Background: an optimization exercise with open tools, aiming at small area. Do not read the settings as production practice. Function was checked by simulation only, so behaviour that the tests miss may differ from the original. Power figures rest on the tool's default switching activity, not on a simulated workload.

==> flow/design.v <==
module pdm_frame_encoder (
    input  wire         clk,
    input  wire         rst,
    input  wire [1:0]   enc_cmd,
    input  wire [447:0] enc_din,
    output reg          enc_ack,
    output reg          tx_valid,
    output reg  [7:0]   tx_data,
    output reg          enc_busy,
    output reg  [5:0]   enc_idx,
    output reg          enc_range_warn
);
    localparam [1:0] CMD_LOAD = 2'd1;
    localparam [1:0] CMD_EMIT = 2'd2;
    localparam [7:0] HEADER   = 8'hAA;
    reg [447:0] enc_set;
    reg [7:0]   enc_xor;
    wire [7:0] fbyte [0:56];
    assign fbyte[0] = HEADER;
    genvar c;
    generate
        for (c = 0; c < 8; c = c + 1) begin : g_rec
            assign fbyte[1 + 7*c + 0] = enc_set[56*c +  7 : 56*c +  0];
            assign fbyte[1 + 7*c + 1] = enc_set[56*c + 15 : 56*c +  8];
            assign fbyte[1 + 7*c + 2] = enc_set[56*c + 23 : 56*c + 16];
            assign fbyte[1 + 7*c + 3] = enc_set[56*c + 31 : 56*c + 24];
            assign fbyte[1 + 7*c + 4] = enc_set[56*c + 39 : 56*c + 32];
            assign fbyte[1 + 7*c + 5] = enc_set[56*c + 47 : 56*c + 40];
            assign fbyte[1 + 7*c + 6] = {4'h0, enc_set[56*c + 51 : 56*c + 48]};
        end
    endgenerate
    reg din_valid;
    integer i;
    always @(*) begin
        din_valid = 1'b1;
        for (i = 0; i < 8; i = i + 1) begin
            if (enc_din[56*i +: 16] > 16'd16000)
                din_valid = 1'b0;
            if (enc_din[56*i + 16 +: 16] > 16'd50000)
                din_valid = 1'b0;
            if ($signed(enc_din[56*i + 32 +: 16]) < -16'sd400)
                din_valid = 1'b0;
            if ($signed(enc_din[56*i + 32 +: 16]) > 16'sd1250)
                din_valid = 1'b0;
            if (enc_din[56*i + 52 +: 4] != 4'h0)
                din_valid = 1'b0;
        end
    end
    wire [7:0] cur_byte = (enc_idx == 6'd57) ? enc_xor : fbyte[enc_idx];
    always @(posedge clk) begin
        if (rst) begin
            enc_set        <= 448'd0;
            enc_xor        <= 8'h00;
            enc_busy       <= 1'b0;
            enc_idx        <= 6'd0;
            enc_range_warn <= 1'b0;
            enc_ack        <= 1'b0;
            tx_valid       <= 1'b0;
            tx_data        <= 8'h00;
        end else begin
            enc_ack  <= 1'b0;
            tx_valid <= 1'b0;
            tx_data  <= 8'h00;
            case (enc_cmd)
                CMD_LOAD: begin
                    if (!enc_busy) begin
                        enc_set        <= enc_din;
                        enc_busy       <= 1'b1;
                        enc_idx        <= 6'd0;
                        enc_xor        <= 8'h00;
                        enc_range_warn <= ~din_valid;
                        enc_ack        <= 1'b1;
                    end
                end
                CMD_EMIT: begin
                    if (enc_busy) begin
                        tx_valid <= 1'b1;
                        tx_data  <= cur_byte;
                        if (enc_idx == 6'd57) begin
                            enc_busy <= 1'b0;
                            enc_idx  <= 6'd0;
                            enc_xor  <= 8'h00;
                        end else begin
                            enc_idx  <= enc_idx + 6'd1;
                            enc_xor  <= enc_xor ^ cur_byte;
                        end
                    end
                end
                default: ;
            endcase
        end
    end
endmodule
module pdm_frame_decoder #(
    parameter [31:0] LINK_TIMEOUT_MS = 32'd300
) (
    input  wire         clk,
    input  wire         rst,
    input  wire [1:0]   rx_cmd,
    input  wire [7:0]   rx_data,
    input  wire [31:0]  rx_dt_ms,
    output reg  [1:0]   rx_result,
    output wire [447:0] snap_out,
    output reg          snap_valid,
    output reg          link_status,
    output reg  [31:0]  snap_time_ms,
    output reg  [18:0]  total_current_ma,
    output reg  [15:0]  system_voltage_mv
);
    localparam [1:0] CMD_BYTE = 2'd1;
    localparam [1:0] CMD_TIME = 2'd2;
    localparam [1:0] RES_ACCEPTED  = 2'd0;
    localparam [1:0] RES_BADHEADER = 2'd1;
    localparam [1:0] RES_PENDING   = 2'd2;
    localparam [1:0] RES_CHECKSUM  = 2'd3;
    localparam [7:0] HEADER = 8'hAA;
    reg [7:0]   rx_win [0:57];
    reg [5:0]   rx_cnt;
    reg [447:0] snap;
    reg [31:0]  silence_ms;
    reg [31:0]  rx_clock_ms;
    assign snap_out = snap;
    reg [7:0] win_xor;
    integer j;
    always @(*) begin
        win_xor = rx_data;
        for (j = 0; j < 57; j = j + 1)
            win_xor = win_xor ^ rx_win[j];
    end
    wire hdr_ok = (rx_win[0] == HEADER);
    wire ck_ok  = (win_xor == 8'h00);
    reg [447:0] parsed;
    integer c, k;
    always @(*) begin
        for (c = 0; c < 8; c = c + 1) begin
            for (k = 0; k < 6; k = k + 1)
                parsed[56*c + 8*k +: 8] = rx_win[1 + 7*c + k];
            parsed[56*c + 48 +: 8] = rx_win[1 + 7*c + 6] & 8'h0F;
        end
    end
    wire [32:0] silence_sum = {1'b0, silence_ms} + {1'b0, rx_dt_ms};
    wire [31:0] silence_sat = silence_sum[32] ? 32'hFFFF_FFFF : silence_sum[31:0];
    integer m;
    always @(posedge clk) begin
        if (rst) begin
            for (m = 0; m < 58; m = m + 1)
                rx_win[m] <= 8'h00;
            rx_cnt       <= 6'd0;
            snap         <= 448'd0;
            snap_valid   <= 1'b0;
            link_status  <= 1'b0;
            silence_ms   <= 32'd0;
            rx_clock_ms  <= 32'd0;
            snap_time_ms <= 32'd0;
            rx_result    <= RES_PENDING;
        end else begin
            rx_result <= RES_PENDING;
            case (rx_cmd)
                CMD_BYTE: begin
                    rx_win[rx_cnt] <= rx_data;
                    if (rx_cnt != 6'd57) begin
                        rx_cnt    <= rx_cnt + 6'd1;
                        rx_result <= RES_PENDING;
                    end else if (hdr_ok && ck_ok) begin
                        snap         <= parsed;
                        snap_valid   <= 1'b1;
                        snap_time_ms <= rx_clock_ms;
                        link_status  <= 1'b1;
                        silence_ms   <= 32'd0;
                        rx_cnt       <= 6'd0;
                        rx_result    <= RES_ACCEPTED;
                    end else begin
                        for (m = 0; m < 56; m = m + 1)
                            rx_win[m] <= rx_win[m + 1];
                        rx_win[56] <= rx_data;
                        rx_cnt     <= 6'd57;
                        rx_result  <= hdr_ok ? RES_CHECKSUM : RES_BADHEADER;
                    end
                end
                CMD_TIME: begin
                    rx_clock_ms <= rx_clock_ms + rx_dt_ms;
                    silence_ms  <= silence_sat;
                    if (silence_sat > LINK_TIMEOUT_MS)
                        link_status <= 1'b0;
                end
                default: ;
            endcase
        end
    end
    wire [15:0] vmax01 = (snap[56*0 +: 16] > snap[56*1 +: 16]) ? snap[56*0 +: 16] : snap[56*1 +: 16];
    wire [15:0] vmax23 = (snap[56*2 +: 16] > snap[56*3 +: 16]) ? snap[56*2 +: 16] : snap[56*3 +: 16];
    wire [15:0] vmax45 = (snap[56*4 +: 16] > snap[56*5 +: 16]) ? snap[56*4 +: 16] : snap[56*5 +: 16];
    wire [15:0] vmax67 = (snap[56*6 +: 16] > snap[56*7 +: 16]) ? snap[56*6 +: 16] : snap[56*7 +: 16];
    wire [15:0] vmax03 = (vmax01 > vmax23) ? vmax01 : vmax23;
    wire [15:0] vmax47 = (vmax45 > vmax67) ? vmax45 : vmax67;
    integer n;
    always @(*) begin
        total_current_ma = 19'd0;
        for (n = 0; n < 8; n = n + 1)
            total_current_ma = total_current_ma + {3'b000, snap[56*n + 16 +: 16]};
        system_voltage_mv = (vmax03 > vmax47) ? vmax03 : vmax47;
    end
endmodule
module pdm_codec (
    input  wire         clk,
    input  wire         rst,
    input  wire [1:0]   enc_cmd,
    input  wire [447:0] enc_din,
    output wire         enc_ack,
    output wire         tx_valid,
    output wire [7:0]   tx_data,
    output wire         enc_busy,
    output wire [5:0]   enc_idx,
    output wire         enc_range_warn,
    input  wire [1:0]   rx_cmd,
    input  wire [7:0]   rx_data,
    input  wire [31:0]  rx_dt_ms,
    output wire [1:0]   rx_result,
    output wire [447:0] snap_out,
    output wire         snap_valid,
    output wire         link_status,
    output wire [31:0]  snap_time_ms,
    output wire [18:0]  total_current_ma,
    output wire [15:0]  system_voltage_mv
);
    pdm_frame_encoder u_enc (
        .clk            (clk),
        .rst            (rst),
        .enc_cmd        (enc_cmd),
        .enc_din        (enc_din),
        .enc_ack        (enc_ack),
        .tx_valid       (tx_valid),
        .tx_data        (tx_data),
        .enc_busy       (enc_busy),
        .enc_idx        (enc_idx),
        .enc_range_warn (enc_range_warn)
    );
    pdm_frame_decoder #(
        .LINK_TIMEOUT_MS (32'd300)
    ) u_dec (
        .clk               (clk),
        .rst               (rst),
        .rx_cmd            (rx_cmd),
        .rx_data           (rx_data),
        .rx_dt_ms          (rx_dt_ms),
        .rx_result         (rx_result),
        .snap_out          (snap_out),
        .snap_valid        (snap_valid),
        .link_status       (link_status),
        .snap_time_ms      (snap_time_ms),
        .total_current_ma  (total_current_ma),
        .system_voltage_mv (system_voltage_mv)
    );
endmodule
==> flow/run.sh <==
#!/bin/bash
# synth_recipe.tcl (not shown) runs the flow's synth.tcl, then flattens the netlist and writes it again
# the make line also repeats each setting of config.mk as NAME=value (left out here)
make -C /OpenROAD-flow-scripts/flow DESIGN_CONFIG=/design/flow/config.mk WORK_HOME=/design/flow/orfs CLKGATE_MAP_FILE= SYNTH_SCRIPT=/design/flow/synth_recipe.tcl finish
==> flow/config.mk <==
export PLATFORM = sky130hd
export DESIGN_NAME = pdm_codec
export DESIGN_NICKNAME = pdm_codec
export VERILOG_FILES = /design/flow/design.v
export SDC_FILE = /design/flow/constraint.sdc
export NUM_CORES = 4
export LEC_CHECK = 0
export CAP_MARGIN = 20
export CORE_MARGIN = 2
export CORE_UTILIZATION = 40
export SLEW_MARGIN = 20
==> flow/constraint.sdc <==
create_clock -name core_clock -period 15.0 [get_ports {clk}]
set_input_delay 3.0000 -clock core_clock [delete_from_list [all_inputs] [get_ports {clk}]]
set_output_delay 3.0000 -clock core_clock [all_outputs]
set_load 0.01 [all_outputs]
==> notes.md <==
Floorplan:
- The floorplan step defined a die boundary enclosing 183600 sq um.
- The total core area is 178800 sq um.
- Pin placement for this block handled between 1000 and 1500 I/O pins.
- The chip height is 428.5 um.
- The floorplan has 155 rows.
- The horizontal die dimension is 428.5 um.
- The initial standard-cell utilization of the core is 40.30%.

Synthesis:
- The share of synthesized area in the top cell type comes to 26.78%.
- The synthesized netlist occupies a cell area of 72070 sq um.
- The top flip-flop cell by instance count after synthesis is dfxtp_1.
- After synthesis the netlist holds a flip-flop and latch count of 1420.
- Yosys mapped a number of flops with a built-in enable equal to 456.
- The number of different library cells used by synthesis comes to about 80.
- The post-synthesis sequential area ratio is between 40% and 50%.
- Yosys attributes the largest share of cell area to dfxtp_1 27%, edfxtp_1 19%, nand2_1 12%, a21oi_1 7.1%, xnor2_1 5.0%.
- A synthesized cell averages around 8.8 sq um.
- The share of flip-flops with an asynchronous set or reset is 0%.
- The most common cell in the synthesized netlist is nand2_1.
- By count the netlist is led by 2208 x nand2_1, 1023 x a21oi_1, 964 x dfxtp_1.
- The biggest area contributor in the post-synthesis netlist is dfxtp_1.
- The yosys synthesis warning count is 2.
- The number of instances in the synthesized netlist is 8163.

GRT:
- The initial antenna violation count came to 17.
- The number of global-route vias before repair is 63080.
- Entering global routing, the biggest net connects ~230 pins.
- The first global-routing pass estimated slightly below 500000 um of wire.
- Global routing used 36.49% of the available tracks.
- Global routing finished with a remaining overflow of 0.

Routing:
- The count of antenna-violating nets left after detailed routing is 0.
- The number of DRC markers after the initial detailed-route iteration is 8907.
- The count of TritonRoute iterations in the first routing pass is 9.
- The via total after detailed routing is 67270.
- The routed wire length is 349000 um.
- The post-detailed-route DRC marker count is 0.
- Using the TritonRoute via totals, the vias-per-cell ratio works out to 5.880.
- The routed length per instance is slightly above 30 um.

Clock network:
- After clock tree synthesis, the repair step resized 0 gates.
- The total number of H-tree levels is 4.
- After clock tree synthesis, the clock-pin slew on the worst setup and hold paths is 60 ps.
- The clock passes through at most 3 buffers.
- Buffers inserted during clock tree synthesis total 163.
- Buffers inserted to repair hold after CTS numbered 0.
- TritonCTS built the clock tree.
- The clock net in this run drives a total of 1420 sinks.
- The number of setup buffers added after CTS is 0.
- For the worst-skew pair, the clock arrives at the later sink with an insertion delay of between 800 and 900 ps.
- The cell at the root of the clock tree is clkbuf_16.

Run status:
- The run finished with no timing, DRC or antenna violations.

Critical path:
- The endpoint arrival time on the critical path is 9610 ps.
- On the worst path, the slowest cell contributes a delay of 560 ps.
- The slowest cell on the critical path is a31o_2.
- The cell family contributing the most delay on the critical path is compound AO/OA/AOI/OAI gates.
- The type of destination of the critical path is an output port.
- Together, buffers and inverters on the worst path number 4.
- Counting stages on the worst path, the most repeated cell is o21a_1.
- The required time of the critical path is 12000 ps.
- The worst setup path is launched from a register.
- The category of the critical setup timing path is reg2out.
- In this run the worst path has a maximum fanout of 17.
- In this run the critical register-to-register path is launched from u_dec.rx_win[40][0].
- The source of the critical timing path is u_dec.snap[169].

STA:
- For the final routed database, the setup TNS stands at 0 ps.
- Setup repair after global routing left no endpoint under its margin.
- The number of pins with negative max-slew slack in the final report is 0.
- The portion of the clock cycle consumed by the worst path in the final layout is 84.07%.
- The measured slew at the worst slew-check pin is 1309 ps.
- The count of final hold-check violations is 0.
- The worst pin sits at a relative slew slack of roughly 12%.
- Clock skew on the completed layout was measured at approximately 35 ps.
- The maximum clock frequency is about 79 MHz.
- The number of endpoints failing setup at the final stage is 0.
- The worst path in the final design needs a cycle of 12610 ps, including I/O delays and setup.

Cells and area:
- Relative to the synthesized area, the layout overhead comes to 23.48%.
- The share of cells above drive strength 1 is 4.580%.
- The number of nets in the layout is 9746.

Hold path:
- The startpoint of the most critical hold path is u_dec.snap[95].
- The type of the most critical hold path is reg2reg.

Power and ir drop:
- The largest voltage drop on the vdd net is ~0.098 mV.
- The total design power is between 9 and 10 mW.
- The total power divided by cell area is 107.2 nW/um^2.
- The static leakage is around 32 nW.

Placement:
- The count of buffers added on input and output ports is 998.
- At the end of routability-driven placement, the weighted congestion stood at about 1.
- After legalization and detailed placement, the total HPWL measured 271500 um.

Run:
- The tool flagged a number of max-cap violations equal to 0.
[report_power, final]
part           switching [mW]  internal [mW]
registers               0.160           4.09
logic                   0.675          0.508
clock network            1.71           2.39
total                    2.55           6.99
[sequential cells by signal (all words and copies together) (netlist names)]
| register | cells |
|---|---|
| u_enc.enc_idx | 6 |
| u_enc.tx_valid | 1 |
| u_dec.link_status | 1 |
| u_dec.rx_clock_ms | 32 |
| u_enc.tx_data | 8 |
| u_dec.snap_time_ms | 32 |
| u_enc.enc_ack | 1 |
| u_dec.rx_win | 456 |
| u_enc.enc_xor | 8 |
| u_enc.enc_range_warn | 1 |
| u_dec.rx_result | 2 |
| u_dec.snap_valid | 1 |
| u_dec.silence_ms | 32 |
| u_enc.enc_set | 416 |
| u_enc.enc_busy | 1 |
| u_dec.rx_cnt | 6 |
| u_dec.snap | 416 |
[cells in the final DEF (no fill, tap or decap), types with 223 or more instances in the layout]
cell	count
nand2_1	2207
a21oi_1	1023
clkdlybuf4s50_1	989
dfxtp_1	964
edfxtp_1	456
xnor2_1	414
a22o_1	327
nor2_1	302
inv_1	257
o21ai_0	251
ha_1	223
[tightest hold or removal path, cell delays in order (launching register included)]
cell	delay, ps
dfxtp_1	300
nand2_1	50
a21oi_1	50
[cell families after synthesis]
logic type	share of synthesized area, %
and+or+nand+nor	16.59
other	0.005204
AOI/OAI and AO/OA	18.11
adders and majority gates	6.139
xor gates and xnor gates	6.724
buffers and inverters	4.910
muxes	1.738
DFF	45.78
[final timing paths]
check,to,slack (ps),cells past startpoint
max,system_voltage_mv[10],2390,37
min,u_dec.snap[95],450,2
min reg2reg,u_dec.snap[95],450,2
max reg2reg,u_dec.snap[424],8510,12
[area by class of cell]
type,instances,area [sq um]
tap,2355,2947
clock inverter,46,518.0
timing repair buffer,1115,10880
multi-input combinational,5987,35720
inverter,260,980.9
fill,17150,89820
clock buffer,254,4941
antenna,4,10.01
sequential,1420,32990
[per-layer routing]
metal / up-vias / part of all wire, % / track usage (%)
met4: 16 / 7.4 / 22.27
met5: - / 0.042 / 0
met1: 32690 / 39 / 46.82
met3: 828 / 9.2 / 7.050
met2: 3905 / 44 / 56.82
li1: 29840 / - / -
[metrics by stage]
step / util, % / worst slack [ps] / cells / hold slack [ps] / cell area [sq um]
CTS: 49.74 / 2288 / 11440 / 454.2 / 88940
floorplan: - / 4570 / 8194 / 435.7 / 72180
global placement: 46.68 / 3083 / 11140 / 441.4 / 83480
global route: 49.76 / 1973 / 11440 / 467.5 / 88980
detailed placement: 46.69 / 3175 / 11140 / 446.1 / 83480
finish: 49.77 / 2390 / 11440 / 452.4 / 88990

==> re-timing with driven ports <==
The flow's constraints put no driver on any port. The routed layout listed below was extracted and timed again, unchanged, in two steps. Step 1: set_driving_cell puts a clkbuf_16 on clk and a buf_2 on each other input, an assumption about the parent block. Step 2, shift: input delay + t, output delay - t, t = (earliest + latest rising clock arrival at the registers) / 2. This alone moves slack from input paths to output paths. a / b / c = ideal ports / drivers / drivers and shift; a / b = the first two.
t (ns): 0.923
slack for setup (ns): 2.390 / 2.291 / 3.215
worst slew at a driven data input, ns: 0.29
After both steps setup and hold are still met in this run. For this run, drivers alone change the setup slack by -0.099 ns; drivers and shift together by +0.825 ns.
